From an optimization exercise on the open Yosys and OpenROAD flow, aimed at small area, a short achievable clock period and few clock cycles per item; shortcuts taken in it are not production practice.
At most, simulation tests tie the RTL to the original design; equivalence was not proved.
Power and IR drop assume default switching activity.

== P ==
==> flow/design.v (excerpt) <==
module ble_rx_deframer (
    input  wire        clk,
    input  wire        rst,             
    input  wire [31:0] cfg_aa,
    input  wire        cfg_phy2m,       
    input  wire [5:0]  cfg_channel,
    input  wire        cfg_whiten,
    input  wire [23:0] cfg_crc_init,
    input  wire        bit_valid,
    input  wire        bit_data,
    input  wire        bit_last,
    output wire        bit_ready,
    output reg         pdu_valid,
    output wire [7:0]  pdu_data,
    output wire        res_valid,
    output wire [11:0] res_flags,
    output wire [15:0] res_sync_pos,
    output wire [31:0] res_aa,
    output wire [15:0] res_hdr,
    output wire [7:0]  res_pdu_len,
    output wire [23:0] res_crc,
    output wire [23:0] res_crc_rx,
    output wire [15:0] res_nbits
);
    reg         ready_r;
    reg         take, data, last;             
    reg         rst_r;                        
    reg  [46:0] hist;                         
    reg         hdr15;
    reg  [31:0] aa_r;
    reg         phy_r, wht_r;
    reg  [15:0] nbits, pos;
    reg         ev, hitr, synced;
    reg  [23:0] crc, sr;
    reg  [6:0]  wh;
    reg  [2:0]  bitcnt;
    reg         hb;
    reg  [7:0]  bc;
  ...
Size: ~210 flip-flops, about 230 I/O pins, about 0.0088 sq mm of cells after synthesis.
==> flow/config.mk <==
export PLATFORM = sky130hd
export DESIGN_NAME = ble_rx_deframer
export DESIGN_NICKNAME = ble_rx_deframer
export VERILOG_FILES = /design/flow/design.v
export SDC_FILE = /design/flow/constraint.sdc
export NUM_CORES = 4
export LEC_CHECK = 0
export CAP_MARGIN = 20
export CORE_MARGIN = 2
export CORE_UTILIZATION = 60
export PLACE_DENSITY = 0.75
export SLEW_MARGIN = 20
==> flow/constraint.sdc <==
create_clock -name core_clock -period 8.5 [get_ports {clk}]
set_input_delay 1.7000 -clock core_clock [delete_from_list [all_inputs] [get_ports {clk}]]
set_output_delay 1.7000 -clock core_clock [all_outputs]
set_load 0.01 [all_outputs]
standard.sh (not shown) runs the stock make flow with config.mk's settings and CLKGATE_MAP_FILE= SYNTH_SCRIPT=/design/flow/synth_recipe.tcl, a recipe that flattens the netlist after the stock synthesis.
==> flow/flow/run.sh <==
#!/bin/bash
# Standard ORFS layout (the standard.sh) with: plain buf_1 cells as the
# port buffers, a larger setup margin for the resizer's timing repair, and a
# clock tree of clkbuf_8 buffers without dummy loads.
set -euo pipefail
cd "$(dirname "${BASH_SOURCE[0]}")/.."
export BUFFER_PORTS_ARGS="-buffer_cell sky130_fd_sc_hd__buf_1"
export SETUP_SLACK_MARGIN=5.45
export CTS_ARGS="-sink_clustering_enable -repair_clock_nets -dont_use_dummy_load -buf_list sky130_fd_sc_hd__clkbuf_8 -sink_clustering_size 16 -sink_clustering_max_diameter 60 -root_buf sky130_fd_sc_hd__clkbuf_16 -distance_between_buffers 1000 -branching_point_buffers_distance 1000"
bash standard.sh > standard.log 2>&1
P reached the end of the flow, and the finished layout is clean on the timing, design-rule and antenna checks.
Setup changes, P to S
--- a/flow/design.v
+++ b/flow/design.v
@@ -90,16 +90,17 @@
     reg         hb;
     reg  [7:0]  bc;
     reg         p_hdr, p_pay, p_crc, done;    
     reg         mism, fin;
     reg         rv_r, ge32_r, full_r;
     reg         u;                            
     reg  [4:0]  psum;                         
     reg         o_nsyn, o_f9, o_f8, o_hv, o_ok;  
+    reg  [7:0]  o_plen;                       
     assign bit_ready = ready_r;
     wire take_in = bit_valid & ready_r;
     wire synced_any = synced | hitr;
     wire hdr_valid  = ~p_hdr;
     wire clr        = fin & ~done;
     assign res_valid = rv_r;
     wire start = rst_r | rv_r;
     wire full = full_r | (nbits[5] & (nbits[4] | (nbits[3] & ~phy_r)));
@@ -157,16 +158,17 @@
         aa_r   <= cfg_aa;
         phy_r  <= cfg_phy2m;
         wht_r  <= cfg_whiten;
         o_nsyn <= ~synced_n;
         o_f9   <= ~synced_n | done_n;
         o_f8   <= ~(synced_n & done_n);
         o_hv   <= ~p_hdr_n;
         o_ok   <= done_n & ~mism_n;
+        o_plen <= done_n ? len : {6'd0, ~p_hdr_n, 1'b0};
         if (rst)
             ready_r <= 1'b1;
         else if (take_in & bit_last)
             ready_r <= 1'b0;
         else if (res_valid)
             ready_r <= 1'b1;
         take  <= take_in & ~rst;
         data  <= bit_data;
@@ -254,13 +256,13 @@
         end
         for (g = 0; g < 24; g = g + 1) begin : g_crc
             assign res_crc[g] = crc[23 - g];
         end
     endgenerate
     assign res_hdr[0]   = hdr15;
     assign res_flags    = {synced, o_nsyn, o_f9, o_f8, 4'b0000, o_hv, synced, o_ok, o_ok};
     assign res_sync_pos = pos;
-    assign res_pdu_len  = done ? len : {6'd0, hdr_valid, 1'b0};
+    assign res_pdu_len  = o_plen;
     assign res_crc_rx   = sr;
     assign res_nbits    = nbits;
     assign pdu_data     = sr[23:16];
 endmodule
## What came out
Across P and S, the outcome is the same: a clean finish for every run.
Changes observed in S relative to P: worst hold slack across all endpoints increased by 0.011 ns relative to the old numbers; placed wire-length estimate decreased by 63 um relative to the old numbers; power consumption increased by about 2.8% relative to the old numbers; detailed-route wire length decreased by 83 um relative to the old numbers; non-clock buffer count decreased by about 0.44% relative to the old numbers.
Between P and S, the flow reports routed wire length per instance decreasing slightly.
Vertical die dimension in S vs P: up about 1.1%
Re number of gates resized after cts: P and S aren't equal, and the lower value belongs to S.
Summary — portion of total power attributed to sequential cells, S relative to P: higher, by 0.4 points.
Testbench counts of S, summed over its fixed seeds: cycles 147,147, bits 146,743.
For P, only the layout was checked, not whether the RTL still works.

afterwards: timing with drivers on the ports:
The flow's constraints put no driver on any port. The routed layouts listed below were extracted and timed again, unchanged, in two steps.
Step 1 sets driving cells, clkbuf_16 on the clock port and buf_2 on the other inputs (assumed; they add their load-dependent delay and slew).
Step 2 times the ports against the registers' clock, not the clock port: input delays grow and output delays shrink by t, the midpoint of the rising clock arrivals with the driver on.
Slacks: ideal ports / drivers / drivers and shift; pairs: ideal ports / drivers.
run | t (ns) | setup slack, ns | latest minus earliest clock arrival (ns) | slew at the worst register clock pin (ns)
P | 0.480 | 5.539 / 5.494 / 5.765 | 0.071 / 0.070 | 0.10 / 0.10
S | 0.494 | 5.630 / 5.589 / 5.795 | 0.039 / 0.039 | 0.11 / 0.11
After both steps every run listed still meets setup and hold.
